Source: an optimization exercise on an open RTL-to-GDS flow (aim: small area, a short achievable clock period and few clock cycles). Production flows keep margins and buffers that such runs may drop.
Only simulation tests tie the RTL to the original design; equivalence was not proved.

===== flow/config.mk =====
export PLATFORM = sky130hd
export DESIGN_NAME = pxe_core
export DESIGN_NICKNAME = pxe_core
export VERILOG_FILES = /design/flow/design.v
export SDC_FILE = /design/flow/constraint.sdc
export NUM_CORES = 4
export LEC_CHECK = 0
export ABC_AREA = 1
export CAP_MARGIN = 20
export CORE_MARGIN = 2
export CORE_UTILIZATION = 40
export SETUP_SLACK_MARGIN = 4.2
export SLEW_MARGIN = 20

===== flow/constraint.sdc =====
create_clock -name core_clock -period 9.0 [get_ports {clk}]
set_input_delay 1.8000 -clock core_clock [delete_from_list [all_inputs] [get_ports {clk}]]
set_output_delay 1.8000 -clock core_clock [all_outputs]
set_load 0.01 [all_outputs]

===== flow/design.v =====
module pxe_core (
    input  wire        clk,
    input  wire        rst,
    input  wire        cmd_valid,
    output wire        cmd_ready,
    input  wire [4:0]  cmd_op,
    input  wire [31:0] cmd_key,
    input  wire [15:0] cmd_height,
    input  wire [15:0] cmd_width,
    input  wire        in_valid,
    output wire        in_ready,
    input  wire [23:0] in_data,
    output wire        out_valid,
    input  wire        out_ready,
    output wire [23:0] out_data,
    output wire        mem_ren_a,
    output wire [9:0]  mem_raddr_a,
    input  wire [31:0] mem_rdata_a,
    output wire        mem_ren_b,
    output wire [9:0]  mem_raddr_b,
    input  wire [31:0] mem_rdata_b,
    output wire        mem_we,
    output wire [9:0]  mem_waddr,
    output wire [31:0] mem_wdata
);
    localparam [1:0] S_IDLE   = 2'd0,
                     S_RESEED = 2'd1,    
                     S_DRAW   = 2'd2,
                     S_MATH   = 2'd3;
    localparam [1:0] P_J1  = 2'd0,    
                     P_J2  = 2'd1,    
                     P_SMP = 2'd2;    
    reg [1:0]  state;
    reg        shuf;        
    reg        dec;
    reg [31:0] x;           
    reg [9:0]  cnt;         
    reg [9:0]  ra;          
    reg        msb;         
    reg        blk1;        
    reg        regen;       
    reg        d_valid;     
    reg        w_valid;     
    reg [7:0]  w8;          
    reg [15:0] wid, col, row;    
    reg [1:0]  phase;
    reg [1:0]  cp0, cp1, cp2;    
    reg [1:0]  bsel;        
    reg [23:0] out_reg;
    reg        out_v;
    wire [31:0] x_mix = x ^ {30'd0, x[31:30]};
    wire [31:0] x_inv = ~x_mix;
    wire cs_s1 = 1'b1 ^ cnt[0] ^ x_mix[0];
    wire cs_c2 = (1'b1 & cnt[0]) | (1'b1 & x_mix[0]) | (cnt[0] & x_mix[0]);
    wire cs_s3 = cnt[1] ^ x_mix[1];
    wire cs_c4 = cnt[1] & x_mix[1];
    wire cs_s5 = cnt[2] ^ x_mix[2] ^ x_mix[0];
    wire cs_c6 = (cnt[2] & x_mix[2]) | (cnt[2] & x_mix[0]) | (x_mix[2] & x_mix[0]);
    wire cs_s7 = cnt[3] ^ x_mix[3] ^ x_mix[1];
    wire cs_c8 = (cnt[3] & x_mix[3]) | (cnt[3] & x_mix[1]) | (x_mix[3] & x_mix[1]);
    wire cs_s9 = cnt[4] ^ x_mix[4] ^ x_mix[2];
    wire cs_c10 = (cnt[4] & x_mix[4]) | (cnt[4] & x_mix[2]) | (x_mix[4] & x_mix[2]);
    wire cs_s11 = 1'b1 ^ cnt[5] ^ x_mix[5];
    wire cs_c12 = (1'b1 & cnt[5]) | (1'b1 & x_mix[5]) | (cnt[5] & x_mix[5]);
    wire cs_s13 = x_mix[3] ^ x_inv[0];
    wire cs_c14 = x_mix[3] & x_inv[0];
    wire cs_s15 = cnt[6] ^ x_mix[6] ^ x_mix[4];
    wire cs_c16 = (cnt[6] & x_mix[6]) | (cnt[6] & x_mix[4]) | (x_mix[6] & x_mix[4]);
    wire cs_s17 = 1'b1 ^ cnt[7] ^ x_mix[7];
    wire cs_c18 = (1'b1 & cnt[7]) | (1'b1 & x_mix[7]) | (cnt[7] & x_mix[7]);
    wire cs_s19 = x_mix[5] ^ x_inv[2] ^ x_inv[0];
    wire cs_c20 = (x_mix[5] & x_inv[2]) | (x_mix[5] & x_inv[0]) | (x_inv[2] & x_inv[0]);
    wire cs_s21 = cnt[8] ^ x_mix[8] ^ x_mix[6];
    wire cs_c22 = (cnt[8] & x_mix[8]) | (cnt[8] & x_mix[6]) | (x_mix[8] & x_mix[6]);
    wire cs_s23 = x_inv[3] ^ x_inv[1];
    wire cs_c24 = x_inv[3] & x_inv[1];
    wire cs_s25 = cnt[9] ^ x_mix[9] ^ x_mix[7];
    wire cs_c26 = (cnt[9] & x_mix[9]) | (cnt[9] & x_mix[7]) | (x_mix[9] & x_mix[7]);
    wire cs_s27 = x_mix[0] ^ x_inv[4] ^ x_inv[2];
    wire cs_c28 = (x_mix[0] & x_inv[4]) | (x_mix[0] & x_inv[2]) | (x_inv[4] & x_inv[2]);
    wire cs_s29 = x_mix[10] ^ x_mix[8] ^ x_mix[1];
    wire cs_c30 = (x_mix[10] & x_mix[8]) | (x_mix[10] & x_mix[1]) | (x_mix[8] & x_mix[1]);
    wire cs_s31 = x_inv[5] ^ x_inv[3];
    wire cs_c32 = x_inv[5] & x_inv[3];
    wire cs_s33 = x_mix[11] ^ x_mix[9] ^ x_mix[2];
    wire cs_c34 = (x_mix[11] & x_mix[9]) | (x_mix[11] & x_mix[2]) | (x_mix[9] & x_mix[2]);
    wire cs_s35 = x_mix[0] ^ x_inv[6] ^ x_inv[4];
    wire cs_c36 = (x_mix[0] & x_inv[6]) | (x_mix[0] & x_inv[4]) | (x_inv[6] & x_inv[4]);
    wire cs_s37 = x_mix[12] ^ x_mix[10] ^ x_mix[3];
    wire cs_c38 = (x_mix[12] & x_mix[10]) | (x_mix[12] & x_mix[3]) | (x_mix[10] & x_mix[3]);
    wire cs_s39 = x_mix[1] ^ x_inv[7] ^ x_inv[5];
    wire cs_c40 = (x_mix[1] & x_inv[7]) | (x_mix[1] & x_inv[5]) | (x_inv[7] & x_inv[5]);
    wire cs_s41 = x_mix[13] ^ x_mix[11] ^ x_mix[4];
    wire cs_c42 = (x_mix[13] & x_mix[11]) | (x_mix[13] & x_mix[4]) | (x_mix[11] & x_mix[4]);
    wire cs_s43 = x_mix[2] ^ x_inv[8] ^ x_inv[6];
    wire cs_c44 = (x_mix[2] & x_inv[8]) | (x_mix[2] & x_inv[6]) | (x_inv[8] & x_inv[6]);
    wire cs_s45 = x_mix[14] ^ x_mix[12] ^ x_mix[5];
    wire cs_c46 = (x_mix[14] & x_mix[12]) | (x_mix[14] & x_mix[5]) | (x_mix[12] & x_mix[5]);
    wire cs_s47 = x_mix[3] ^ x_inv[9] ^ x_inv[7];
    wire cs_c48 = (x_mix[3] & x_inv[9]) | (x_mix[3] & x_inv[7]) | (x_inv[9] & x_inv[7]);
    wire cs_s49 = 1'b1 ^ x_mix[15] ^ x_mix[13];
    wire cs_c50 = (1'b1 & x_mix[15]) | (1'b1 & x_mix[13]) | (x_mix[15] & x_mix[13]);
    wire cs_s51 = x_mix[6] ^ x_mix[4] ^ x_inv[10];
    wire cs_c52 = (x_mix[6] & x_mix[4]) | (x_mix[6] & x_inv[10]) | (x_mix[4] & x_inv[10]);
    wire cs_s53 = x_inv[8] ^ x_inv[0];
    wire cs_c54 = x_inv[8] & x_inv[0];
    wire cs_s55 = x_mix[16] ^ x_mix[14] ^ x_mix[7];
    wire cs_c56 = (x_mix[16] & x_mix[14]) | (x_mix[16] & x_mix[7]) | (x_mix[14] & x_mix[7]);
    wire cs_s57 = x_mix[5] ^ x_inv[11] ^ x_inv[9];
    wire cs_c58 = (x_mix[5] & x_inv[11]) | (x_mix[5] & x_inv[9]) | (x_inv[11] & x_inv[9]);
    wire cs_s59 = x_mix[17] ^ x_mix[15] ^ x_mix[8];
    wire cs_c60 = (x_mix[17] & x_mix[15]) | (x_mix[17] & x_mix[8]) | (x_mix[15] & x_mix[8]);
    wire cs_s61 = x_mix[6] ^ x_inv[12] ^ x_inv[10];
    wire cs_c62 = (x_mix[6] & x_inv[12]) | (x_mix[6] & x_inv[10]) | (x_inv[12] & x_inv[10]);
    wire cs_s63 = x_mix[18] ^ x_mix[16] ^ x_mix[9];
    wire cs_c64 = (x_mix[18] & x_mix[16]) | (x_mix[18] & x_mix[9]) | (x_mix[16] & x_mix[9]);
    wire cs_s65 = x_mix[7] ^ x_inv[13] ^ x_inv[11];
    wire cs_c66 = (x_mix[7] & x_inv[13]) | (x_mix[7] & x_inv[11]) | (x_inv[13] & x_inv[11]);
    wire cs_s67 = x_mix[19] ^ x_mix[17] ^ x_mix[10];
    wire cs_c68 = (x_mix[19] & x_mix[17]) | (x_mix[19] & x_mix[10]) | (x_mix[17] & x_mix[10]);
    wire cs_s69 = x_mix[8] ^ x_mix[0] ^ x_inv[14];
    wire cs_c70 = (x_mix[8] & x_mix[0]) | (x_mix[8] & x_inv[14]) | (x_mix[0] & x_inv[14]);
    wire cs_s71 = x_inv[12] ^ x_inv[4];
    wire cs_c72 = x_inv[12] & x_inv[4];
    wire cs_s73 = x_mix[20] ^ x_mix[18] ^ x_mix[11];
    wire cs_c74 = (x_mix[20] & x_mix[18]) | (x_mix[20] & x_mix[11]) | (x_mix[18] & x_mix[11]);
    wire cs_s75 = x_mix[9] ^ x_mix[1] ^ x_inv[15];
    wire cs_c76 = (x_mix[9] & x_mix[1]) | (x_mix[9] & x_inv[15]) | (x_mix[1] & x_inv[15]);
    wire cs_s77 = x_inv[13] ^ x_inv[5];
    wire cs_c78 = x_inv[13] & x_inv[5];
    wire cs_s79 = x_mix[21] ^ x_mix[19] ^ x_mix[12];
    wire cs_c80 = (x_mix[21] & x_mix[19]) | (x_mix[21] & x_mix[12]) | (x_mix[19] & x_mix[12]);
    wire cs_s81 = x_mix[10] ^ x_mix[2] ^ x_inv[16];
    wire cs_c82 = (x_mix[10] & x_mix[2]) | (x_mix[10] & x_inv[16]) | (x_mix[2] & x_inv[16]);
    wire cs_s83 = x_inv[14] ^ x_inv[6];
    wire cs_c84 = x_inv[14] & x_inv[6];
    wire cs_s85 = x_mix[22] ^ x_mix[20] ^ x_mix[13];
    wire cs_c86 = (x_mix[22] & x_mix[20]) | (x_mix[22] & x_mix[13]) | (x_mix[20] & x_mix[13]);
    wire cs_s87 = x_mix[11] ^ x_mix[3] ^ x_inv[17];
    wire cs_c88 = (x_mix[11] & x_mix[3]) | (x_mix[11] & x_inv[17]) | (x_mix[3] & x_inv[17]);
    wire cs_s89 = x_inv[15] ^ x_inv[7];
    wire cs_c90 = x_inv[15] & x_inv[7];
    wire cs_s91 = x_mix[23] ^ x_mix[21] ^ x_mix[14];
    wire cs_c92 = (x_mix[23] & x_mix[21]) | (x_mix[23] & x_mix[14]) | (x_mix[21] & x_mix[14]);
    wire cs_s93 = x_mix[12] ^ x_mix[4] ^ x_inv[18];
    wire cs_c94 = (x_mix[12] & x_mix[4]) | (x_mix[12] & x_inv[18]) | (x_mix[4] & x_inv[18]);
    wire cs_s95 = x_inv[16] ^ x_inv[8];
    wire cs_c96 = x_inv[16] & x_inv[8];
    wire cs_s97 = x_mix[24] ^ x_mix[22] ^ x_mix[15];
    wire cs_c98 = (x_mix[24] & x_mix[22]) | (x_mix[24] & x_mix[15]) | (x_mix[22] & x_mix[15]);
    wire cs_s99 = x_mix[13] ^ x_mix[5] ^ x_inv[19];
    wire cs_c100 = (x_mix[13] & x_mix[5]) | (x_mix[13] & x_inv[19]) | (x_mix[5] & x_inv[19]);
    wire cs_s101 = x_inv[17] ^ x_inv[9];
    wire cs_c102 = x_inv[17] & x_inv[9];
    wire cs_s103 = x_mix[25] ^ x_mix[23] ^ x_mix[16];
    wire cs_c104 = (x_mix[25] & x_mix[23]) | (x_mix[25] & x_mix[16]) | (x_mix[23] & x_mix[16]);
    wire cs_s105 = x_mix[14] ^ x_mix[6] ^ x_inv[20];
    wire cs_c106 = (x_mix[14] & x_mix[6]) | (x_mix[14] & x_inv[20]) | (x_mix[6] & x_inv[20]);
    wire cs_s107 = x_inv[18] ^ x_inv[10];
    wire cs_c108 = x_inv[18] & x_inv[10];
    wire cs_s109 = 1'b1 ^ x_mix[26] ^ x_mix[24];
    wire cs_c110 = (1'b1 & x_mix[26]) | (1'b1 & x_mix[24]) | (x_mix[26] & x_mix[24]);
    wire cs_s111 = x_mix[17] ^ x_mix[15] ^ x_mix[7];
    wire cs_c112 = (x_mix[17] & x_mix[15]) | (x_mix[17] & x_mix[7]) | (x_mix[15] & x_mix[7]);
    wire cs_s113 = x_inv[21] ^ x_inv[19] ^ x_inv[11];
    wire cs_c114 = (x_inv[21] & x_inv[19]) | (x_inv[21] & x_inv[11]) | (x_inv[19] & x_inv[11]);
    wire cs_s115 = x_mix[27] ^ x_mix[25] ^ x_mix[18];
    wire cs_c116 = (x_mix[27] & x_mix[25]) | (x_mix[27] & x_mix[18]) | (x_mix[25] & x_mix[18]);
    wire cs_s117 = x_mix[16] ^ x_mix[8] ^ x_inv[22];
    wire cs_c118 = (x_mix[16] & x_mix[8]) | (x_mix[16] & x_inv[22]) | (x_mix[8] & x_inv[22]);
    wire cs_s119 = x_inv[20] ^ x_inv[12] ^ x_inv[1];
    wire cs_c120 = (x_inv[20] & x_inv[12]) | (x_inv[20] & x_inv[1]) | (x_inv[12] & x_inv[1]);
    wire cs_s121 = 1'b1 ^ x_mix[28] ^ x_mix[26];
    wire cs_c122 = (1'b1 & x_mix[28]) | (1'b1 & x_mix[26]) | (x_mix[28] & x_mix[26]);
    wire cs_s123 = x_mix[19] ^ x_mix[17] ^ x_mix[9];
    wire cs_c124 = (x_mix[19] & x_mix[17]) | (x_mix[19] & x_mix[9]) | (x_mix[17] & x_mix[9]);
    wire cs_s125 = x_inv[23] ^ x_inv[21] ^ x_inv[13];
    wire cs_c126 = (x_inv[23] & x_inv[21]) | (x_inv[23] & x_inv[13]) | (x_inv[21] & x_inv[13]);
    wire cs_s127 = x_inv[2] ^ x_inv[0];
    wire cs_c128 = x_inv[2] & x_inv[0];
    wire cs_s129 = x_mix[29] ^ x_mix[27] ^ x_mix[20];
    wire cs_c130 = (x_mix[29] & x_mix[27]) | (x_mix[29] & x_mix[20]) | (x_mix[27] & x_mix[20]);
    wire cs_s131 = x_mix[18] ^ x_mix[10] ^ x_inv[24];
    wire cs_c132 = (x_mix[18] & x_mix[10]) | (x_mix[18] & x_inv[24]) | (x_mix[10] & x_inv[24]);
    wire cs_s133 = x_inv[22] ^ x_inv[14] ^ x_inv[3];
    wire cs_c134 = (x_inv[22] & x_inv[14]) | (x_inv[22] & x_inv[3]) | (x_inv[14] & x_inv[3]);
    wire cs_s135 = x_mix[30] ^ x_mix[28] ^ x_mix[21];
    wire cs_c136 = (x_mix[30] & x_mix[28]) | (x_mix[30] & x_mix[21]) | (x_mix[28] & x_mix[21]);
    wire cs_s137 = x_mix[19] ^ x_mix[11] ^ x_inv[25];
    wire cs_c138 = (x_mix[19] & x_mix[11]) | (x_mix[19] & x_inv[25]) | (x_mix[11] & x_inv[25]);
    wire cs_s139 = x_inv[23] ^ x_inv[15] ^ x_inv[4];
    wire cs_c140 = (x_inv[23] & x_inv[15]) | (x_inv[23] & x_inv[4]) | (x_inv[15] & x_inv[4]);
    wire cs_s141 = x_mix[31] ^ x_mix[29] ^ x_mix[22];
    wire cs_s143 = x_mix[20] ^ x_mix[12] ^ x_mix[0];
    wire cs_s145 = x_inv[26] ^ x_inv[24] ^ x_inv[16];
    wire cs_s147 = x_inv[5] ^ x_inv[3];
    wire cs_s149 = cs_c10 ^ cs_s13 ^ cs_s11;
    wire cs_c150 = (cs_c10 & cs_s13) | (cs_c10 & cs_s11) | (cs_s13 & cs_s11);
    wire cs_s151 = x_inv[1] ^ cs_c14 ^ cs_c12;
    wire cs_c152 = (x_inv[1] & cs_c14) | (x_inv[1] & cs_c12) | (cs_c14 & cs_c12);
    wire cs_s153 = cs_c16 ^ cs_s17 ^ cs_s19;
    wire cs_c154 = (cs_c16 & cs_s17) | (cs_c16 & cs_s19) | (cs_s17 & cs_s19);
    wire cs_s155 = cs_c18 ^ cs_s23 ^ cs_c20;
    wire cs_c156 = (cs_c18 & cs_s23) | (cs_c18 & cs_c20) | (cs_s23 & cs_c20);
    wire cs_s157 = cs_c24 ^ cs_c22 ^ cs_s25;
    wire cs_c158 = (cs_c24 & cs_c22) | (cs_c24 & cs_s25) | (cs_c22 & cs_s25);
    wire cs_s159 = cs_c26 ^ cs_s31 ^ cs_c28;
    wire cs_c160 = (cs_c26 & cs_s31) | (cs_c26 & cs_c28) | (cs_s31 & cs_c28);
    wire cs_s161 = cs_c32 ^ cs_c30 ^ cs_s33;
    wire cs_c162 = (cs_c32 & cs_c30) | (cs_c32 & cs_s33) | (cs_c30 & cs_s33);
    wire cs_s163 = cs_c34 ^ cs_c36 ^ cs_s37;
    wire cs_c164 = (cs_c34 & cs_c36) | (cs_c34 & cs_s37) | (cs_c36 & cs_s37);
    wire cs_s165 = cs_c38 ^ cs_c40 ^ cs_s41;
    wire cs_c166 = (cs_c38 & cs_c40) | (cs_c38 & cs_s41) | (cs_c40 & cs_s41);
    wire cs_s167 = cs_c42 ^ cs_c44 ^ cs_s45;
    wire cs_c168 = (cs_c42 & cs_c44) | (cs_c42 & cs_s45) | (cs_c44 & cs_s45);
    wire cs_s169 = cs_c46 ^ cs_s53 ^ cs_c48;
    wire cs_c170 = (cs_c46 & cs_s53) | (cs_c46 & cs_c48) | (cs_s53 & cs_c48);
    wire cs_s171 = cs_s49 ^ cs_s51;
    wire cs_c172 = cs_s49 & cs_s51;
    wire cs_s173 = x_inv[1] ^ cs_c54 ^ cs_c50;
    wire cs_c174 = (x_inv[1] & cs_c54) | (x_inv[1] & cs_c50) | (cs_c54 & cs_c50);
    wire cs_s175 = cs_c52 ^ cs_s55 ^ cs_s57;
    wire cs_c176 = (cs_c52 & cs_s55) | (cs_c52 & cs_s57) | (cs_s55 & cs_s57);
    wire cs_s177 = x_inv[2] ^ cs_c56 ^ cs_c58;
    wire cs_c178 = (x_inv[2] & cs_c56) | (x_inv[2] & cs_c58) | (cs_c56 & cs_c58);
    wire cs_s179 = cs_s59 ^ cs_s61;
    wire cs_c180 = cs_s59 & cs_s61;
    wire cs_s181 = x_inv[3] ^ cs_c60 ^ cs_c62;
    wire cs_c182 = (x_inv[3] & cs_c60) | (x_inv[3] & cs_c62) | (cs_c60 & cs_c62);
    wire cs_s183 = cs_s63 ^ cs_s65;
    wire cs_c184 = cs_s63 & cs_s65;
    wire cs_s185 = cs_c64 ^ cs_s71 ^ cs_c66;
    wire cs_c186 = (cs_c64 & cs_s71) | (cs_c64 & cs_c66) | (cs_s71 & cs_c66);
    wire cs_s187 = cs_s67 ^ cs_s69;
    wire cs_c188 = cs_s67 & cs_s69;
    wire cs_s189 = cs_c72 ^ cs_c68 ^ cs_s77;
    wire cs_c190 = (cs_c72 & cs_c68) | (cs_c72 & cs_s77) | (cs_c68 & cs_s77);
    wire cs_s191 = cs_c70 ^ cs_s73 ^ cs_s75;
    wire cs_c192 = (cs_c70 & cs_s73) | (cs_c70 & cs_s75) | (cs_s73 & cs_s75);
    wire cs_s193 = cs_c78 ^ cs_c74 ^ cs_s83;
    wire cs_c194 = (cs_c78 & cs_c74) | (cs_c78 & cs_s83) | (cs_c74 & cs_s83);
    wire cs_s195 = cs_c76 ^ cs_s79 ^ cs_s81;
    wire cs_c196 = (cs_c76 & cs_s79) | (cs_c76 & cs_s81) | (cs_s79 & cs_s81);
    wire cs_s197 = cs_c84 ^ cs_c80 ^ cs_s89;
    wire cs_c198 = (cs_c84 & cs_c80) | (cs_c84 & cs_s89) | (cs_c80 & cs_s89);
    wire cs_s199 = cs_c82 ^ cs_s85 ^ cs_s87;
    wire cs_c200 = (cs_c82 & cs_s85) | (cs_c82 & cs_s87) | (cs_s85 & cs_s87);
    wire cs_s201 = cs_c90 ^ cs_c86 ^ cs_s95;
    wire cs_c202 = (cs_c90 & cs_c86) | (cs_c90 & cs_s95) | (cs_c86 & cs_s95);
    wire cs_s203 = cs_c88 ^ cs_s91 ^ cs_s93;
    wire cs_c204 = (cs_c88 & cs_s91) | (cs_c88 & cs_s93) | (cs_s91 & cs_s93);
    wire cs_s205 = cs_c96 ^ cs_c92 ^ cs_s101;
    wire cs_c206 = (cs_c96 & cs_c92) | (cs_c96 & cs_s101) | (cs_c92 & cs_s101);
    wire cs_s207 = cs_c94 ^ cs_s97 ^ cs_s99;
    wire cs_c208 = (cs_c94 & cs_s97) | (cs_c94 & cs_s99) | (cs_s97 & cs_s99);
    wire cs_s209 = cs_c102 ^ cs_c98 ^ cs_s107;
    wire cs_c210 = (cs_c102 & cs_c98) | (cs_c102 & cs_s107) | (cs_c98 & cs_s107);
    wire cs_s211 = cs_c100 ^ cs_s103 ^ cs_s105;
    wire cs_c212 = (cs_c100 & cs_s103) | (cs_c100 & cs_s105) | (cs_s103 & cs_s105);
    wire cs_s213 = x_inv[0] ^ cs_c108 ^ cs_c104;
    wire cs_c214 = (x_inv[0] & cs_c108) | (x_inv[0] & cs_c104) | (cs_c108 & cs_c104);
    wire cs_s215 = cs_c106 ^ cs_s109 ^ cs_s111;
    wire cs_c216 = (cs_c106 & cs_s109) | (cs_c106 & cs_s111) | (cs_s109 & cs_s111);
    wire cs_s217 = cs_c110 ^ cs_c112 ^ cs_c114;
    wire cs_c218 = (cs_c110 & cs_c112) | (cs_c110 & cs_c114) | (cs_c112 & cs_c114);
    wire cs_s219 = cs_s115 ^ cs_s117 ^ cs_s119;
    wire cs_c220 = (cs_s115 & cs_s117) | (cs_s115 & cs_s119) | (cs_s117 & cs_s119);
    wire cs_s221 = cs_c116 ^ cs_s127 ^ cs_c118;
    wire cs_c222 = (cs_c116 & cs_s127) | (cs_c116 & cs_c118) | (cs_s127 & cs_c118);
    wire cs_s223 = cs_c120 ^ cs_s121 ^ cs_s123;
    wire cs_c224 = (cs_c120 & cs_s121) | (cs_c120 & cs_s123) | (cs_s121 & cs_s123);
    wire cs_s225 = x_inv[1] ^ cs_c128 ^ cs_c122;
    wire cs_c226 = (x_inv[1] & cs_c128) | (x_inv[1] & cs_c122) | (cs_c128 & cs_c122);
    wire cs_s227 = cs_c124 ^ cs_c126 ^ cs_s129;
    wire cs_c228 = (cs_c124 & cs_c126) | (cs_c124 & cs_s129) | (cs_c126 & cs_s129);
    wire cs_s229 = cs_s131 ^ cs_s133;
    wire cs_c230 = cs_s131 & cs_s133;
    wire cs_s231 = x_inv[2] ^ cs_c130 ^ cs_c132;
    wire cs_c232 = (x_inv[2] & cs_c130) | (x_inv[2] & cs_c132) | (cs_c130 & cs_c132);
    wire cs_s233 = cs_c134 ^ cs_s135 ^ cs_s137;
    wire cs_c234 = (cs_c134 & cs_s135) | (cs_c134 & cs_s137) | (cs_s135 & cs_s137);
    wire cs_s235 = cs_c136 ^ cs_s147 ^ cs_c138;
    wire cs_s237 = cs_c140 ^ cs_s141 ^ cs_s143;
    wire cs_s239 = cs_s15 ^ cs_s151 ^ cs_c150;
    wire cs_c240 = (cs_s15 & cs_s151) | (cs_s15 & cs_c150) | (cs_s151 & cs_c150);
    wire cs_s241 = cs_c152 ^ cs_s153;
    wire cs_c242 = cs_c152 & cs_s153;
    wire cs_s243 = cs_s21 ^ cs_c154 ^ cs_s155;
    wire cs_c244 = (cs_s21 & cs_c154) | (cs_s21 & cs_s155) | (cs_c154 & cs_s155);
    wire cs_s245 = cs_s27 ^ cs_c156 ^ cs_s157;
    wire cs_c246 = (cs_s27 & cs_c156) | (cs_s27 & cs_s157) | (cs_c156 & cs_s157);
    wire cs_s247 = cs_s29 ^ cs_c158 ^ cs_s159;
    wire cs_c248 = (cs_s29 & cs_c158) | (cs_s29 & cs_s159) | (cs_c158 & cs_s159);
    wire cs_s249 = cs_s35 ^ cs_c160 ^ cs_s161;
    wire cs_c250 = (cs_s35 & cs_c160) | (cs_s35 & cs_s161) | (cs_c160 & cs_s161);
    wire cs_s251 = cs_s39 ^ cs_c162 ^ cs_s163;
    wire cs_c252 = (cs_s39 & cs_c162) | (cs_s39 & cs_s163) | (cs_c162 & cs_s163);
    wire cs_s253 = cs_s43 ^ cs_c164 ^ cs_s165;
    wire cs_c254 = (cs_s43 & cs_c164) | (cs_s43 & cs_s165) | (cs_c164 & cs_s165);
    wire cs_s255 = cs_s47 ^ cs_c166 ^ cs_s167;
    wire cs_c256 = (cs_s47 & cs_c166) | (cs_s47 & cs_s167) | (cs_c166 & cs_s167);
    wire cs_s257 = cs_s171 ^ cs_c168 ^ cs_s169;
    wire cs_c258 = (cs_s171 & cs_c168) | (cs_s171 & cs_s169) | (cs_c168 & cs_s169);
    wire cs_s259 = cs_c172 ^ cs_s173 ^ cs_c170;
    wire cs_c260 = (cs_c172 & cs_s173) | (cs_c172 & cs_c170) | (cs_s173 & cs_c170);
    wire cs_s261 = cs_c174 ^ cs_s179 ^ cs_c176;
    wire cs_c262 = (cs_c174 & cs_s179) | (cs_c174 & cs_c176) | (cs_s179 & cs_c176);
    wire cs_s263 = cs_c180 ^ cs_s183 ^ cs_c178;
    wire cs_c264 = (cs_c180 & cs_s183) | (cs_c180 & cs_c178) | (cs_s183 & cs_c178);
    wire cs_s265 = cs_c184 ^ cs_s187 ^ cs_c182;
    wire cs_c266 = (cs_c184 & cs_s187) | (cs_c184 & cs_c182) | (cs_s187 & cs_c182);
    wire cs_s267 = cs_c188 ^ cs_s189 ^ cs_c186;
    wire cs_c268 = (cs_c188 & cs_s189) | (cs_c188 & cs_c186) | (cs_s189 & cs_c186);
    wire cs_s269 = cs_c190 ^ cs_s193 ^ cs_c192;
    wire cs_c270 = (cs_c190 & cs_s193) | (cs_c190 & cs_c192) | (cs_s193 & cs_c192);
    wire cs_s271 = cs_c194 ^ cs_s197 ^ cs_c196;
    wire cs_c272 = (cs_c194 & cs_s197) | (cs_c194 & cs_c196) | (cs_s197 & cs_c196);
    wire cs_s273 = cs_c198 ^ cs_s201 ^ cs_c200;
    wire cs_c274 = (cs_c198 & cs_s201) | (cs_c198 & cs_c200) | (cs_s201 & cs_c200);
    wire cs_s275 = cs_c202 ^ cs_s205 ^ cs_c204;
    wire cs_c276 = (cs_c202 & cs_s205) | (cs_c202 & cs_c204) | (cs_s205 & cs_c204);
    wire cs_s277 = cs_c206 ^ cs_s209 ^ cs_c208;
    wire cs_c278 = (cs_c206 & cs_s209) | (cs_c206 & cs_c208) | (cs_s209 & cs_c208);
    wire cs_s279 = cs_s113 ^ cs_c210 ^ cs_s213;
    wire cs_c280 = (cs_s113 & cs_c210) | (cs_s113 & cs_s213) | (cs_c210 & cs_s213);
    wire cs_s281 = cs_c212 ^ cs_s215;
    wire cs_c282 = cs_c212 & cs_s215;
    wire cs_s283 = cs_c214 ^ cs_c216 ^ cs_s217;
    wire cs_c284 = (cs_c214 & cs_c216) | (cs_c214 & cs_s217) | (cs_c216 & cs_s217);
    wire cs_s285 = cs_s125 ^ cs_c218 ^ cs_c220;
    wire cs_c286 = (cs_s125 & cs_c218) | (cs_s125 & cs_c220) | (cs_c218 & cs_c220);
    wire cs_s287 = cs_s221 ^ cs_s223;
    wire cs_c288 = cs_s221 & cs_s223;
    wire cs_s289 = cs_s225 ^ cs_s229 ^ cs_c222;
    wire cs_c290 = (cs_s225 & cs_s229) | (cs_s225 & cs_c222) | (cs_s229 & cs_c222);
    wire cs_s291 = cs_c224 ^ cs_s227;
    wire cs_c292 = cs_c224 & cs_s227;
    wire cs_s293 = cs_s139 ^ cs_c226 ^ cs_c230;
    wire cs_c294 = (cs_s139 & cs_c226) | (cs_s139 & cs_c230) | (cs_c226 & cs_c230);
    wire cs_s295 = cs_c228 ^ cs_s231 ^ cs_s233;
    wire cs_c296 = (cs_c228 & cs_s231) | (cs_c228 & cs_s233) | (cs_s231 & cs_s233);
    wire cs_s297 = cs_s145 ^ cs_c232 ^ cs_c234;
    wire cs_s299 = cs_s235 ^ cs_s237;
    wire cs_s301 = cs_s175 ^ cs_c258 ^ cs_s259;
    wire cs_c302 = (cs_s175 & cs_c258) | (cs_s175 & cs_s259) | (cs_c258 & cs_s259);
    wire cs_s303 = cs_s177 ^ cs_c260 ^ cs_s261;
    wire cs_c304 = (cs_s177 & cs_c260) | (cs_s177 & cs_s261) | (cs_c260 & cs_s261);
    wire cs_s305 = cs_s181 ^ cs_c262 ^ cs_s263;
    wire cs_c306 = (cs_s181 & cs_c262) | (cs_s181 & cs_s263) | (cs_c262 & cs_s263);
    wire cs_s307 = cs_s185 ^ cs_c264 ^ cs_s265;
    wire cs_c308 = (cs_s185 & cs_c264) | (cs_s185 & cs_s265) | (cs_c264 & cs_s265);
    wire cs_s309 = cs_s191 ^ cs_c266 ^ cs_s267;
    wire cs_c310 = (cs_s191 & cs_c266) | (cs_s191 & cs_s267) | (cs_c266 & cs_s267);
    wire cs_s311 = cs_s195 ^ cs_c268 ^ cs_s269;
    wire cs_c312 = (cs_s195 & cs_c268) | (cs_s195 & cs_s269) | (cs_c268 & cs_s269);
    wire cs_s313 = cs_s199 ^ cs_c270 ^ cs_s271;
    wire cs_c314 = (cs_s199 & cs_c270) | (cs_s199 & cs_s271) | (cs_c270 & cs_s271);
    wire cs_s315 = cs_s203 ^ cs_c272 ^ cs_s273;
    wire cs_c316 = (cs_s203 & cs_c272) | (cs_s203 & cs_s273) | (cs_c272 & cs_s273);
    wire cs_s317 = cs_s207 ^ cs_c274 ^ cs_s275;
    wire cs_c318 = (cs_s207 & cs_c274) | (cs_s207 & cs_s275) | (cs_c274 & cs_s275);
    wire cs_s319 = cs_s211 ^ cs_c276 ^ cs_s277;
    wire cs_c320 = (cs_s211 & cs_c276) | (cs_s211 & cs_s277) | (cs_c276 & cs_s277);
    wire cs_s321 = cs_s281 ^ cs_s279 ^ cs_c278;
    wire cs_c322 = (cs_s281 & cs_s279) | (cs_s281 & cs_c278) | (cs_s279 & cs_c278);
    wire cs_s323 = cs_s219 ^ cs_c282 ^ cs_c280;
    wire cs_c324 = (cs_s219 & cs_c282) | (cs_s219 & cs_c280) | (cs_c282 & cs_c280);
    wire cs_s325 = cs_s287 ^ cs_c284 ^ cs_s285;
    wire cs_c326 = (cs_s287 & cs_c284) | (cs_s287 & cs_s285) | (cs_c284 & cs_s285);
    wire cs_s327 = cs_c288 ^ cs_s291 ^ cs_c286;
    wire cs_c328 = (cs_c288 & cs_s291) | (cs_c288 & cs_c286) | (cs_s291 & cs_c286);
    wire cs_s329 = cs_c292 ^ cs_c290 ^ cs_s293;
    wire cs_c330 = (cs_c292 & cs_c290) | (cs_c292 & cs_s293) | (cs_c290 & cs_s293);
    wire cs_s331 = cs_c294 ^ cs_s299 ^ cs_c296;
    wire cs_s333 = cs_s283 ^ cs_c322 ^ cs_s323;
    wire cs_c334 = (cs_s283 & cs_c322) | (cs_s283 & cs_s323) | (cs_c322 & cs_s323);
    wire cs_s335 = cs_c324 ^ cs_s325;
    wire cs_c336 = cs_c324 & cs_s325;
    wire cs_s337 = cs_s289 ^ cs_c326 ^ cs_s327;
    wire cs_c338 = (cs_s289 & cs_c326) | (cs_s289 & cs_s327) | (cs_c326 & cs_s327);
    wire cs_s339 = cs_s295 ^ cs_c328 ^ cs_s329;
    wire cs_c340 = (cs_s295 & cs_c328) | (cs_s295 & cs_s329) | (cs_c328 & cs_s329);
    wire cs_s341 = cs_s297 ^ cs_c330 ^ cs_s331;
    wire [31:0] ms_a = {cs_c340, cs_c338, cs_c336, cs_c334, cs_s333, cs_c320, cs_c318, cs_c316, cs_c314, cs_c312, cs_c310, cs_c308, cs_c306, cs_c304, cs_c302, cs_s301, cs_c256, cs_c254, cs_c252, cs_c250, cs_c248, cs_c246, cs_c244, cs_c242, cs_c240, cs_s239, cs_s149, cs_c8, cs_c6, cs_c4, cs_s3, cs_s1};
    wire [31:0] ms_b = {cs_s341, cs_s339, cs_s337, cs_s335, 1'b0, cs_s321, cs_s319, cs_s317, cs_s315, cs_s313, cs_s311, cs_s309, cs_s307, cs_s305, cs_s303, 1'b0, cs_s257, cs_s255, cs_s253, cs_s251, cs_s249, cs_s247, cs_s245, cs_s243, cs_s241, 1'b0, 1'b0, cs_s9, cs_s7, cs_s5, cs_c2, 1'b0};
    wire [31:0] x_next = ms_a + ms_b;
    wire        in_rs = (state == S_RESEED);
    wire [9:0]  rb = (ra >= 10'd228) ? ra - 10'd228 : ra + 10'd396;
    wire        raw  = in_rs && (cnt <= 10'd396);
    wire [31:0] op_a = regen ? x : (raw ? 32'd0 : mem_rdata_a);
    wire [31:0] op_b = in_rs ? x : mem_rdata_b;
    wire [31:0] tw   = op_b ^ {1'b0, msb && !raw, op_a[30:1]}
                       ^ (op_a[0] ? 32'h9908B0DF : 32'h0);
    function [31:0] temper;
        input [31:0] v;
        reg [31:0] t;
        begin
            t = v ^ (v >> 11);
            t = t ^ ((t << 7)  & 32'h9D2C5680);
            t = t ^ ((t << 15) & 32'hEFC60000);
            t = t ^ (t >> 18);
            temper = t;
        end
    endfunction
    wire [31:0] word = temper(tw);
    function [7:0] sel_byte;
        input [23:0] p;
        input [1:0]  k;
        begin
            case (k)
                2'd0:    sel_byte = p[7:0];
                2'd1:    sel_byte = p[15:8];
                default: sel_byte = p[23:16];
            endcase
        end
    endfunction
    wire [1:0] cp_b  = (bsel == 2'd0) ? cp0 : (bsel == 2'd1) ? cp1 : cp2;
    wire [1:0] src   = (shuf && !dec) ? cp_b : bsel;    
    wire [1:0] dst   = (shuf && dec)  ? cp_b : bsel;    
    wire [7:0] s_in  = sel_byte(in_data, src);
    wire        acc_nz  = (w8[6:0] <= 7'd99);
    wire [7:0]  s_inv   = s_in ^ {8{dec}};
    wire [9:0]  sum     = {2'b00, s_inv} + {3'b000, w8[6:0]} - 10'd50;
    wire [7:0]  clipped = (sum[9] ? 8'd0 : (sum[8] ? 8'd255 : sum[7:0])) ^ {8{dec}};
    wire [7:0]  res     = shuf ? clipped : (s_in ^ w8);
    wire [7:0]  k8  = x[7:0];
    wire [7:0]  mka = dec ? ~k8 : 8'd0;
    wire [7:0]  mkc = dec ? 8'hFF : k8;
    wire [7:0]  m_r0 = ((in_data[7:0]   ^ mka) + k8) ^ mkc;
    wire [7:0]  m_r1 = ((in_data[15:8]  ^ mka) + k8) ^ mkc;
    wire [7:0]  m_r2 = ((in_data[23:16] ^ mka) + k8) ^ mkc;
    wire out_free = !out_v || out_ready;
    wire in_draw  = (state == S_DRAW);
    wire in_math  = (state == S_MATH);
    wire smp_word = !shuf || (phase == P_SMP && acc_nz);
    wire consume  = w_valid && (!smp_word || (in_valid && out_free));
    wire put      = w_valid && smp_word && in_valid && out_free;    
    wire advance  = d_valid && (!w_valid || consume);
    wire room     = !d_valid || advance;
    wire last_col = (col == 16'd1);
    wire last_pix = last_col && (row == 16'd1);
    wire pix_done = (put && bsel == 2'd2) || (in_math && in_valid && out_free);
    wire reload   = d_valid && blk1 && (ra == 10'd397);
    wire issue    = !(pix_done && last_pix) && room && !reload &&
                    ((in_rs && cnt >= 10'd396) || in_draw);
    wire step     = in_rs ? (cnt < 10'd396 || (cnt == 10'd396 ? issue : advance))
                          : (regen && (cnt == 10'd396 || advance));
    wire [15:0] cr_dec = (last_col ? row : col) - 16'd1;
    assign cmd_ready = (state == S_IDLE);
    assign in_ready  = (w_valid && smp_word && bsel == 2'd2 && out_free) ||
                       (in_math && out_free);
    assign out_valid = out_v;
    assign out_data  = out_reg;
    assign mem_ren_a   = issue;
    assign mem_raddr_a = ra;
    assign mem_ren_b   = issue;
    assign mem_raddr_b = rb;
    assign mem_we      = raw || d_valid;
    assign mem_waddr   = raw ? cnt : (ra >= 10'd2 ? ra - 10'd2 : ra + 10'd622);
    assign mem_wdata   = tw;
    always @(posedge clk) begin
        if (rst) begin
            state   <= S_IDLE;
            d_valid <= 1'b0;
            w_valid <= 1'b0;
            out_v   <= 1'b0;
        end else begin
            if (out_ready)
                out_v <= 1'b0;
            if (pix_done)
                out_v <= 1'b1;
            if (advance) begin
                msb <= op_a[31];
                w8  <= word[7:0];
                if (ra == 10'd1)         
                    blk1 <= 1'b0;
                if (ra == 10'd0)         
                    regen <= 1'b0;
            end
            if (step) begin
                x   <= x_next;
                cnt <= cnt + 10'd1;
            end
            d_valid <= issue || (d_valid && !advance);
            if (issue)
                ra <= (ra == 10'd623) ? 10'd0 : ra + 10'd1;
            w_valid <= advance || (w_valid && !consume);
            if (consume && shuf) begin
                case (phase)
                    P_J1: begin
                        if (w8[1:0] != 2'd3) begin
                            cp0   <= w8[1:0];    
                            phase <= P_J2;
                        end
                    end
                    P_J2: begin
                        case ({cp0, w8[0]})
                            3'b000: begin cp0 <= 2'd1; cp1 <= 2'd2; cp2 <= 2'd0; end
                            3'b001: begin cp0 <= 2'd2; cp1 <= 2'd1; cp2 <= 2'd0; end
                            3'b010: begin cp0 <= 2'd2; cp1 <= 2'd0; cp2 <= 2'd1; end
                            3'b011: begin cp0 <= 2'd0; cp1 <= 2'd2; cp2 <= 2'd1; end
                            3'b100: begin cp0 <= 2'd1; cp1 <= 2'd0; cp2 <= 2'd2; end
                            default: begin cp0 <= 2'd0; cp1 <= 2'd1; cp2 <= 2'd2; end
                        endcase
                        phase <= P_SMP;
                    end
                    default: ;
                endcase
            end
            if (put) begin
                case (dst)
                    2'd0:    out_reg[7:0]   <= res;
                    2'd1:    out_reg[15:8]  <= res;
                    default: out_reg[23:16] <= res;
                endcase
                bsel <= (bsel == 2'd2) ? 2'd0 : bsel + 2'd1;
            end
            case (state)
                S_IDLE: begin
                    if (cmd_valid) begin
                        shuf   <= cmd_op[2];
                        dec    <= cmd_op[4];
                        x      <= cmd_key;
                        cnt    <= 10'd0;
                        ra     <= 10'd1;
                        blk1   <= 1'b1;
                        regen  <= 1'b0;
                        phase  <= P_J1;
                        bsel   <= 2'd0;
                        wid    <= cmd_width;
                        col    <= cmd_width;
                        row    <= cmd_height;
                        if (cmd_height == 16'd0 || cmd_width == 16'd0)
                            state <= S_IDLE;
                        else if (cmd_op[1])
                            state <= S_MATH;
                        else
                            state <= S_RESEED;
                    end
                end
                S_RESEED: begin
                    if (cnt == 10'd0)
                        msb <= x[31];
                    if (cnt == 10'd623 && advance)
                        state <= S_DRAW;
                end
                S_DRAW: begin
                    if (reload && advance) begin
                        x     <= mem_rdata_a;
                        cnt   <= 10'd396;
                        regen <= 1'b1;
                    end
                end
                S_MATH: begin
                    if (pix_done)
                        out_reg <= {m_r2, m_r1, m_r0};
                end
                default: state <= S_IDLE;
            endcase
            if (pix_done) begin
                if (last_pix) begin
                    state   <= S_IDLE;
                    d_valid <= 1'b0;
                    w_valid <= 1'b0;
                end else if (last_col) begin
                    col <= wid;
                    row <= cr_dec;
                end else begin
                    col <= cr_dec;
                end
            end
        end
    end
endmodule

===== flow/flow/run.sh =====
#!/bin/bash
# The standard layout, with the port buffers made of the smallest buffer
# cell instead of the delay buffer that buffer_ports picks by default.
set -e
export BUFFER_PORTS_ARGS="-buffer_cell sky130_fd_sc_hd__buf_1"
bash standard.sh > standard.log 2>&1

===== flow/standard.sh =====
#!/bin/bash
# synth_recipe.tcl (not shown) runs the flow's synth.tcl, then flattens the netlist and writes it again
# the make line also repeats each setting of config.mk as NAME=value (left out here)
make -C /OpenROAD-flow-scripts/flow DESIGN_CONFIG=/design/flow/config.mk WORK_HOME=/design/flow/orfs CLKGATE_MAP_FILE= SYNTH_SCRIPT=/design/flow/synth_recipe.tcl "${@:-finish}"

==> reports/metrics.cfg, run 1 <==
[layout]
nNetsFinal = 3195
largest_reg_flops = 32
seqCellArea_sq_um = 4514
drive_gt1_share_pct = 14.35
fill_cells = 4636
syn2layout_area_growth_pct = 21.39
multiInputGateArea_sq_um = 12690
fin_cells = 3431
final_cell_area_sq_um = 22580

[min_path]
hold_class = flop to flop

[timing]
clock.fmax_mhz = 208.3
hold_viol = 0
fin_hold_ws_ns = 0.5331
grt_setup_unrepaired = yes
fin_worst_skew_ns = 0.02168
post-route-min-period_ns = 4.800
worst_slew_pin_slew_ns = 0.9859
fin_crit_sh_pct = 53.34
setup_violations = 0
slew_viol_final = 0
tns_ns = 0
maxSlewHeadroom_pct = 34.27

[place]
hpwl_um = 53500
io_buffers = 251
gp_congestion = 0.9552
placed_area_sq_um = 20020
dp.cells = 3272

[floorplan]
die_h_um = 219.7
row_count = 79
die_w_um = 219.7
start_util_pct = 40.22
design.core.area_sq_um = 46260
die_area_sq_um = 48250
pin_count = 254

[critical_path]
worst-path-buf-inv = 3
worstPathRequired_ns = 7.20
endpoint_kind = output pin
max_stage_delay_ns = 0.32
worst_path_most_repeated_cell = buf_1
arrival_ns = 3.00
crit_path_max_fanout = 5
path_class = input pin to output pin
path_delay_family = buffers and inverters
cp-start-kind = input pin
cpMaxStageDelayCell = xor2_1
crit_chain = buf_1 > nand3_1 > o21ai_4 > buf_4 > xor2_1 > buf_1

[yosys]
netlist_instances = 2477
synth_ff_type = edfxtp_1
netlist_area_sq_um = 18600
ys_ff_latch = 152
synth-edff-count = 147
yosysUniqueCellTypes = 59
syn_avg_cell_area_sq_um = 7.511
syn_nets = 2862
yosysWarnings = 1
ys_seq_area_share_pct = 24.27
async_reset_ff_share_pct = 0

[clocking]
cts-root-buf = clkbuf_16
holdBufCountCts = 0
h-tree-depth = 4
clk_path_buf_depth = 2
tritoncts = built
clk_transition_reported_paths_ns = 0.06
clock_sinks = 152
clk_latency_ns = 0.50
cts_buffers = 17

[route]
drc = 0
dr.pass1.iters = 6
avgViaCountPerCell = 5.508
wire_per_inst_um = 21.14
vias = 18900
drtAntennaViolNets = 0
routed_wl_um = 72550
drt-initial-drc-count = 2018

[run_status]
status = finished clean

[grt]
grt_usage_pct = 29.74
antenna_found_initial = 4
grt_max_degree = 64
grt_pass1_vias = 17670
grt_pass1_wl_um = 106400
grt_overflow_total = 0

[flow_run]
drv_cap = 0

[through the flow]
step / util [%] / setup WS, ns
after detailed placement: 43.28 / 3.245
after CTS: 46.75 / 4.155
after floorplan: - / 4.240
after global placement: 43.28 / 3.228
final: 48.82 / 4.200
after global routing: 48.82 / 4.099
[kinds of logic after synthesis]
kind of cell	after synthesis	synth area share, %
buffers and inverters	534	11.53
muxes	3	0.1614
and+or+nand+nor	949	22.09
AOI/OAI and AO/OA	480	14.79
adders and majority gates	223	20.40
xor gates and xnor gates	136	6.766
DFF	152	24.27
[path summary, 6_finish.rpt]
check | slack, ns | endpoint | cells past startpoint | startpoint
min | 0.53 | col[12] | 2 | wid[12]
max reg2reg | 4.27 | x[22] | 21 | x[7]
max | 4.20 | mem_wdata[31] | 6 | mem_rdata_a[0]
min reg2reg | 0.53 | col[12] | 2 | wid[12]
[area by class of cell]
type	instances	share of cell area [%]
diodes	1	0.01108
repair inverters	2	0.06094
clock buffers	19	1.961
clock inverters	13	0.6427
repair buffers	391	9.873
inverters	452	7.917
well taps	607	3.363
multi-input cells	1794	56.18
flip-flops and latches	152	19.99
[what timing repair did]
item	4_1_cts	5_1_grt
gates resized for setup	82	138
setup endpoints to repair	79	76
pin swaps	5	62
buffers inserted	71	48
cloned	4	3
[layer usage]
layer	share of wire [%]	routed length, um	global-route usage [%]
met5	0.061	44	0
met4	3.7	2651	10.58
met3	9.1	6601	5.977
met2	45	32890	47.59
met1	42	30360	39.94
[Yosys cell counts (8+ instances only)]
master	n	area (sq um)
nand2_2	8	50.05
nand3_2	12	120.1
edfxtp_1	147	4414
xor2_1	90	788.3
nand3_1	148	740.7
inv_1	429	1610
buf_4	11	82.58
o211ai_1	32	240.2
clkbuf_1	36	135.1
buf_2	23	115.1
o21ai_0	185	925.9
a21oi_1	137	685.7
o221ai_1	11	96.34
nor2_1	168	630.6
nand2_1	508	1907
a22oi_1	15	112.6
a31oi_1	15	93.84
inv_2	18	67.56
o21ai_1	29	145.1
o21ai_2	17	148.9
fa_1	134	2683
nor3_1	22	110.1
nand4_1	36	225.2
xnor2_1	37	324.1
ha_1	89	1114
nor4_1	15	93.84
buf_6	9	101.4
[worst min-delay path, delay by kind of cell (launching register included)]
| kind | cells | cell delay (ns) |
|---|---|---|
| AO/OA/AOI/OAI | 1 | 0.06 |
| flip-flops | 1 | 0.32 |
| AND/OR/NAND/NOR | 1 | 0.05 |
[layout by cell type (no fill, tap or decap), types with 17 or more instances in the layout]
| cell | instances |
|---|---|
| nand2_1 | 487 |
| o21ai_0 | 170 |
| xnor2_1 | 36 |
| a21oi_1 | 125 |
| nand3_1 | 145 |
| buf_4 | 119 |
| inv_1 | 395 |
| nand2_2 | 20 |
| nand4_1 | 36 |
| fa_1 | 125 |
| nor2_1 | 154 |
| clkbuf_16 | 18 |
| buf_1 | 241 |
| o21ai_2 | 24 |
| inv_2 | 32 |
| xor2_1 | 86 |
| o211ai_1 | 32 |
| ha_1 | 71 |
| o21ai_1 | 35 |
| nor3_1 | 17 |
| edfxtp_1 | 147 |
| clkinvlp_4 | 19 |
Testbench counts, summed over its fixed seeds: cycles 57,653.
==> run 2: changes to the inputs <==
--- a/flow/config.mk
+++ b/flow/config.mk
@@ -9,5 +9,5 @@
 export CAP_MARGIN = 20
 export CORE_MARGIN = 2
 export CORE_UTILIZATION = 40
-export SETUP_SLACK_MARGIN = 4.2
+export SETUP_SLACK_MARGIN = 3.8
 export SLEW_MARGIN = 20
==> reports/metrics.cfg, run 2 <==
[run_status]
status = finished clean

[layout]
syn2layout_area_growth_pct = 14.43
final_common_cell = nand2_1
multiInputGateArea_sq_um = 12080
nNetsFinal = 3139
drive_gt1_share_pct = 8.421
final_cell_mix = nand2_1, inv_1, buf_1
fill_cells = 4807
seqCellArea_sq_um = 4514
largest_reg_flops = 32

[timing]
fin_worst_skew_ns = 0.01325
fin_hold_ws_ns = 0.5385
post-route-min-period_ns = 5.089
tns_ns = 0
maxSlewHeadroom_pct = 31.33
fin_crit_sh_pct = 56.55
clock.fmax_mhz = 196.5
worst_slew_pin_slew_ns = 1.029
setup_violations = 0
hold_viol = 0
grt_setup_unrepaired = yes
slew_viol_final = 0

[clocking]
cts-root-buf = clkbuf_16
clk_transition_reported_paths_ns = 0.07
clock_sinks = 152
cts_buffers = 17
clk_latency_ns = 0.50
clk_path_buf_depth = 2
tritoncts = built
h-tree-depth = 4

[floorplan]
pin_count = 254
start_util_pct = 40.22
die_w_um = 219.7
die_h_um = 219.7
design.core.area_sq_um = 46260
row_count = 79
die_area_sq_um = 48250

[yosys]
ys_ff_latch = 152
yosysTopAreaCell = edfxtp_1
synth-edff-count = 147
ys_seq_area_share_pct = 24.27
netlist_instances = 2477
yosysUniqueCellTypes = 59
syn_avg_cell_area_sq_um = 7.511
async_reset_ff_share_pct = 0
yosysWarnings = 1
synth_area_leaders = edfxtp_1, fa_1, nand2_1
synth_top_area_share_pct = 23.73
synth_most_common_cell = nand2_1
synth_common_cells = nand2_1, inv_1, o21ai_0, nor2_1, nand3_1
syn_nets = 2862
netlist_area_sq_um = 18600
synth_ff_type = edfxtp_1

[route]
drc = 0
drtAntennaViolNets = 0
dr.pass1.iters = 6
drt-initial-drc-count = 1912
wire_per_inst_um = 20.22
vias = 18240
routed_wl_um = 68250
avgViaCountPerCell = 5.403

[critical_path]
cp-start-kind = flop
worstPathRequired_ns = 7.20
endpoint_kind = output pin
arrival_ns = 3.29
crit_path_max_fanout = 49
path_class = flop to output pin

[grt]
grt_usage_pct = 28.03
antenna_found_initial = 4
grt_overflow_total = 0
grt_pass1_vias = 16980
grt_max_degree = 68
grt_pass1_wl_um = 100700

[place]
gp_congestion = 0.9573
io_buffers = 251
hpwl_um = 52250

[min_path]
hold_class = flop to flop

[flow_run]
drv_cap = 0

run 2: cell types whose count changed in the layout (fill, tap and decap cells not counted), sizes merged, moves of 3 or more:
cell,delta
clkinv,-3
clkbuf,-9
clkinvlp,-4
buf,-42
inv,+7
run 2: area by class of cell:
type,count,share of cell area [%]
Antenna cell,2,0.02351
Tap cell,607,3.568
Clock buffer,19,2.034
Sequential cell,152,21.21
Multi-Input combinational cell,1792,56.74
Inverter,452,8.229
Timing Repair Buffer,339,7.741
Clock inverter,13,0.4643
run 2: worst max-delay path, cell delays in order (launching register included):
cell and delay (ns):
edfxtp_1 0.55, inv_2 0.31, buf_4 0.57, nand3_1 0.17, o21ai_2 0.33, clkinv_4 0.12, buf_12 0.19, xor2_1 0.32
buf_1 0.20
run 2: timing repair:
item / CTS / global route
buffers inserted: 14 / 57
hold buffers: 0 / 0
setup endpoints to repair: 50 / 50
pin swaps: 0 / 4
gates resized for setup: 18 / 30
gates cloned: 0 / 1
run 2: path summary, 6_finish.rpt:
path                               from  slack, ns  depth (start not counted)             to
worst min register to register  d_valid       0.54                          2        w_valid
worst max register to register    x[30]       3.98                         22          x[30]
worst min-delay path            d_valid       0.54                          2        w_valid
worst max-delay path              regen       3.91                          8  mem_wdata[15]
run 2: layer usage:
layer | wire length [um] | global-route usage (%) | up-vias
met3 | 5670 | 4.541 | 108
li1 | - | - | 8656
met5 | 29 | 0 | -
met1 | 29530 | 38.61 | 8683
met2 | 30780 | 44.41 | 791
met4 | 2246 | 10.22 | 4
run 2: per-stage QoR:
stage          cells  area (sq um)  util [%]  setup slack, ns
6_report        3376         21290     46.02            3.911
4_1_cts         3316         20720     44.79            3.804
3_5_place_dp    3270         20010     43.26            3.127
5_1_grt         3374         21280     46.01            3.761
3_3_place_gp    3270         20010     43.26            3.228
2_1_floorplan   2477         18600         -            4.060
run 2: cell families after synthesis:
| family | after synthesis | share of synthesized area, % |
|---|---|---|
| AND/OR/NAND/NOR | 949 | 22.09 |
| buffers and inverters | 534 | 11.53 |
| AO/OA/AOI/OAI | 480 | 14.79 |
| adder cells (fa/ha/maj) | 223 | 20.40 |
| flip-flops | 152 | 24.27 |
| XOR/XNOR | 136 | 6.766 |
| multiplexers | 3 | 0.1614 |
==> run 3: changes to the inputs <==
--- a/flow/config.mk
+++ b/flow/config.mk
@@ -9,5 +9,6 @@
 export CAP_MARGIN = 20
 export CORE_MARGIN = 2
 export CORE_UTILIZATION = 40
-export SETUP_SLACK_MARGIN = 3.8
+export CTS_BUF_LIST = sky130_fd_sc_hd__clkbuf_4 sky130_fd_sc_hd__clkbuf_8
+export SETUP_SLACK_MARGIN = 4.0
 export SLEW_MARGIN = 20
==> reports/metrics.cfg, run 3 <==
[clocking]
clock_sinks = 152
tritoncts = built
clk_transition_reported_paths_ns = 0.09
cts-root-buf = clkbuf_8
clk_latency_ns = 0.58
clk_path_buf_depth = 2
cts_buffers = 17
h-tree-depth = 4

[floorplan]
die_area_sq_um = 48250
die_h_um = 219.7
pin_count = 254
start_util_pct = 40.22
design.core.area_sq_um = 46260
die_w_um = 219.7
row_count = 79

[critical_path]
cp-start-kind = input pin
endpoint_kind = output pin
crit_path_max_fanout = 13
worst_path_most_repeated_cell = buf_1
cpMaxStageDelayCell = bufinv_8
path_class = input pin to output pin
crit_chain = buf_1 > nand3_1 > o21ai_4 > bufinv_8 > buf_12 > xor2_1 > buf_1
arrival_ns = 3.13
worstPathRequired_ns = 7.20
max_stage_delay_ns = 0.29

[timing]
grt_setup_unrepaired = yes
fin_worst_skew_ns = 0.01763
hold_viol = 0
post-route-min-period_ns = 4.925
fin_crit_sh_pct = 54.72
worst_slew_pin_slew_ns = 1.052
slew_viol_final = 0
tns_ns = 0
clock.fmax_mhz = 203.0
setup_violations = 0
maxSlewHeadroom_pct = 29.80

[route]
drtAntennaViolNets = 0
drt-initial-drc-count = 1863
routed_wl_um = 69320
dr.pass1.iters = 5
vias = 18390
avgViaCountPerCell = 5.411
wire_per_inst_um = 20.40
drc = 0

[yosys]
netlist_instances = 2477
async_reset_ff_share_pct = 0
syn_avg_cell_area_sq_um = 7.511
synth_top_area_share_pct = 23.73
synth_area_leaders = edfxtp_1, fa_1, nand2_1
synth_common_cells = nand2_1, inv_1, o21ai_0, nor2_1, nand3_1
yosysUniqueCellTypes = 59
synth_ff_type = edfxtp_1
yosysWarnings = 1
ys_seq_area_share_pct = 24.27
ys_ff_latch = 152
synth-edff-count = 147
yosysTopAreaCell = edfxtp_1
netlist_area_sq_um = 18600
synth_most_common_cell = nand2_1
syn_nets = 2862

[layout]
fin_cells = 3398
largest_reg_flops = 32
final_cell_area_sq_um = 21560
fin_util_pct = 46.60
final_common_cell = nand2_1
fill_cells = 4768
n_antenna_cell = 0
syn2layout_area_growth_pct = 15.87
drive_gt1_share_pct = 10.39
nNetsFinal = 3163
final_cell_mix = nand2_1, inv_1, buf_1

[place]
hpwl_um = 52250
dp.cells = 3270
gp_congestion = 0.9573
placed_area_sq_um = 20010
io_buffers = 251

[grt]
grt_max_degree = 68
grt_usage_pct = 28.60
antenna_found_initial = 1
grt_overflow_total = 0
grt_pass1_vias = 17220
grt_pass1_wl_um = 102300

[flow_run]
drv_cap = 0

[min_path]
hold_class = flop to flop

[run_status]
status = finished clean

## run 3: cell counts after synthesis
Identical to the previous run, type by type.
## run 3: worst max-delay path: cells and delay by family
family / cells / cell delay, ns
simple gates: 1 / 0.15
compound gates: 1 / 0.22
xor+xnor: 1 / 0.13
buf+inv: 4 / 0.82
## run 3: repair_timing
action	4_1_cts	5_1_grt
setup endpoints to repair	69	52
resized for setup	44	53
setup buffers	48	44
gates cloned	3	1
hold buffers	0	0
pin swaps	3	16
## run 3: layout make-up
| cell class | instances | area (sq um) | area share, % |
|---|---|---|---|
| tap | 607 | 759.5 | 3.523 |
| timing repair inverter | 1 | 6.256 | 0.02902 |
| clock inverter | 13 | 98.84 | 0.4586 |
| sequential | 152 | 4514 | 20.94 |
| timing repair buffer | 361 | 1884 | 8.742 |
| inverter | 452 | 1778 | 8.248 |
| multi-input combinational | 1793 | 12270 | 56.90 |
| clock buffer | 19 | 249.0 | 1.155 |
## run 3: layer usage
layer,wire [um],global-route usage [%],vias to the layer above
li1,-,-,8693
met1,29820,38.98,8723
met2,31030,45.19,858
met5,12,0,-
met3,5998,5.148,112
met4,2459,10.92,2
## run 3: through the flow
step	hold WS (ns)	worst slack (ns)
final	0.5382	4.075
after global placement	0.5137	3.228
after floorplan	0.4851	4.060
after detailed placement	0.5187	3.127
after CTS	0.5345	3.987
after global routing	0.5696	3.940
## run 3: kinds of logic (layout without fill, tap and decap cells)
kind of cell               Yosys count  in the layout  share of synthesized area, %
AOI/OAI and AO/OA                  480            480                         14.79
xor gates and xnor gates           136            136                         6.766
adders and majority gates          223            223                         20.40
buffers and inverters              534            846                         11.53
DFF                                152            152                         24.27
muxes                                3              3                        0.1614
and+or+nand+nor                    949            951                         22.09
## run 3: worst paths after layout
kind / from / end / slack (ns) / cells past startpoint
max: mem_rdata_a[0] / mem_wdata[12] / 4.07 / 7
min: d_valid / w_valid / 0.54 / 2
max reg2reg: x[30] / x[30] / 4.11 / 23
min reg2reg: d_valid / w_valid / 0.54 / 2
==> run 4: changes to the inputs <==
--- a/flow/config.mk
+++ b/flow/config.mk
@@ -9,6 +9,6 @@
 export CAP_MARGIN = 20
 export CORE_MARGIN = 2
 export CORE_UTILIZATION = 40
-export CTS_BUF_LIST = sky130_fd_sc_hd__clkbuf_4 sky130_fd_sc_hd__clkbuf_8
+export GPL_TIMING_DRIVEN = 0
 export SETUP_SLACK_MARGIN = 4.0
 export SLEW_MARGIN = 20
==> reports/metrics.cfg, run 4 <==
[layout]
multiInputGateArea_sq_um = 12200
largest_reg_flops = 32
seqCellArea_sq_um = 4514
n_antenna_cell = 0
fin_util_pct = 47.44
final_common_cell = nand2_1
final_cell_mix = nand2_1, inv_1, buf_1
drive_gt1_share_pct = 10.76
fill_cells = 4732
nNetsFinal = 3215
syn2layout_area_growth_pct = 17.97

[yosys]
ys_ff_latch = 152
synth_ff_type = edfxtp_1
syn_avg_cell_area_sq_um = 7.511
synth_common_cells = nand2_1, inv_1, o21ai_0, nor2_1, nand3_1
yosysWarnings = 1
ys_seq_area_share_pct = 24.27
syn_nets = 2862
yosysTopAreaCell = edfxtp_1
yosysUniqueCellTypes = 59
synth_area_leaders = edfxtp_1, fa_1, nand2_1
async_reset_ff_share_pct = 0
netlist_area_sq_um = 18600
synth-edff-count = 147
synth_top_area_share_pct = 23.73
synth_most_common_cell = nand2_1
netlist_instances = 2477

[critical_path]
crit_path_max_fanout = 10
cp-start-kind = flop
cpMaxStageDelayCell = fa_1
crit_chain = buf_4 > xnor2_4 > buf_8 > clkinvlp_4 > fa_1 > fa_1 > fa_1 > fa_1 > inv_1 > ha_1 > inv_1 > nor3_2 > nand2_1 > o221ai_1 > a21oi_1 > xnor2_1 > o21ai_1 > nand2_1
reg2reg_depth = 18
crit-reg2reg-launch = x[1]
arrival_ns = 5.29
cp-startpoint = x[1]
worstPathRequired_ns = 9.25
path_class = flop to flop
endpoint_kind = flop
r2r_end = x[31]
rrSetupSlack_ns = 3.96
worst_path_most_repeated_cell = fa_1
max_stage_delay_ns = 0.51

[flow_run]
drv_cap = 0

[floorplan]
die_w_um = 219.7
die_area_sq_um = 48250
design.core.area_sq_um = 46260
row_count = 79
start_util_pct = 40.22
pin_count = 254
die_h_um = 219.7

[grt]
gr-usage-met2_pct = 47.35
grt_usage_pct = 30.43
grt_busiest_layer = met2
grt_pass1_vias = 17890
grt_pass1_wl_um = 107800
grtUsageMet1_pct = 39.94
grt_overflow_total = 0
grt_max_degree = 93
antenna_found_initial = 2
grtUsageMet3_pct = 7.633

[place]
io_buffers = 251
hpwl_um = 58230
gp_congestion = 0.9935

[clocking]
h-tree-depth = 4
cts_buffers = 17
clock_sinks = 152
clk_transition_reported_paths_ns = 0.07
tritoncts = built
clk_latency_ns = 0.51
holdBufCountCts = 0
cts-root-buf = clkbuf_16
clk_path_buf_depth = 2

[timing]
fin_crit_sh_pct = 55.99
fin_hold_ws_ns = 0.5475
clock.fmax_mhz = 198.5
hold_viol = 0
setup_violations = 0
maxSlewHeadroom_pct = 27.72
worst_slew_pin_slew_ns = 1.084
post-route-min-period_ns = 5.039
grt_setup_unrepaired = yes
tns_ns = 0
slew_viol_final = 0
fin_worst_skew_ns = 0.01531

[route]
dr.pass1.iters = 6
routed_wl_um = 73560
wire_per_inst_um = 21.32
vias = 19060
avgViaCountPerCell = 5.525
drtAntennaViolNets = 0
drc = 0
drt-initial-drc-count = 2122

[min_path]
hold_class = flop to flop
whs_path_depth = 2
min-delay-start = d_valid
min_to = w_valid

[run_status]
status = finished clean

==> run 4: cell types whose count changed in the layout (fill, tap and decap cells not counted), sizes merged <==
| cell | delta |
|---|---|
| inv | -4 |
| buf | +19 |
| clkbuf | +39 |
| nand2 | -2 |
==> run 4: cell type report <==
type                            count  area share (%)
Buffer                             82           2.121
Inverter                          452           8.050
Clock inverter                     10          0.4276
Tap cell                          607           3.460
Timing Repair Buffer              334           7.736
Clock buffer                       22           2.069
Sequential cell                   152           20.57
Multi-Input combinational cell   1791           55.57
==> run 4: per-layer routing <==
metal,part of all wire [%],up-vias,wire (um)
met2,44,1067,32460
met3,11,191,7856
met4,4.7,4,3448
li1,-,8804,-
met1,40,8995,29770
met5,0.033,-,24
==> run 4: cells by family (layout without fill, tap and decap cells) <==
group	Yosys count	count (layout)	share of synthesized area (%)
multiplexers	3	3	0.1614
XOR/XNOR	136	136	6.766
flip-flops	152	152	24.27
buffers and inverters	534	900	11.53
AO/OA/AOI/OAI	480	480	14.79
adder cells (fa/ha/maj)	223	223	20.40
AND/OR/NAND/NOR	949	949	22.09
==> run 4: worst max path at each step <==
stage / end / slack [ns] / cells past startpoint
6_report: x[31] / 3.96 / 18
5_1_grt: x[31] / 3.91 / 19
4_1_cts: x[25] / 3.82 / 20
3_5_place_dp: x[25] / 3.04 / 19
3_3_place_gp: cp0[0] / 2.12 / 4
2_1_floorplan: cp0[0] / 4.06 / 3
==> run 4: repair_timing <==
item | 4_1_cts | 5_1_grt
buffers inserted | 41 | 40
pin swaps | 3 | 6
gates resized for setup | 36 | 65
setup endpoints to repair | 39 | 48
==> run 4: critical path, delay by kind of cell (launching register included) <==
family                     cells  cell delay, ns
and+or+nand+nor                3            0.36
adders and majority gates      5            2.31
AOI/OAI and AO/OA              3            0.50
DFF                            1            0.39
buffers and inverters          5            0.70
xor gates and xnor gates       2            0.52
==> run 4: stage by stage <==
stage | area (sq um) | worst slack, ns | cells
floorplan | 18600 | 4.060 | 2477
global placement | 20310 | 2.115 | 3335
detailed placement | 20370 | 3.039 | 3337
CTS | 21400 | 3.825 | 3410
global route | 21950 | 3.906 | 3450
finish | 21950 | 3.961 | 3450

[static timing again, ports no longer ideal]
Ports are ideal in the flow. The routed layouts listed here were re-timed in OpenROAD.
Step 1 assumes that a clkbuf_16 drives the clock port and a buf_2 every other input.
Step 2 also shifts input and output timing later by t, the mid clock arrival at the registers, as if the neighbouring blocks saw the same clock.
Three values: no drivers, after step 1, after step 2; two values: the first two.
| run | t, ns | setup WS [ns] | worst register clock-pin slew, ns |
|---|---|---|---|
| run 1 | 0.544 | 4.200 / 4.154 / 3.824 | 0.08 / 0.08 |
| run 2 | 0.540 | 3.911 / 3.860 / 3.733 | 0.08 / 0.08 |
| run 3 | 0.626 | 4.075 / 4.046 / 3.705 | 0.11 / 0.11 |
| run 4 | 0.557 | 3.961 / 3.961 / 3.776 | 0.08 / 0.08 |
After both steps every run listed still meets setup and hold. For run 1, which loses most, drivers alone change the setup slack by -0.046 ns; drivers and shift together by -0.376 ns.
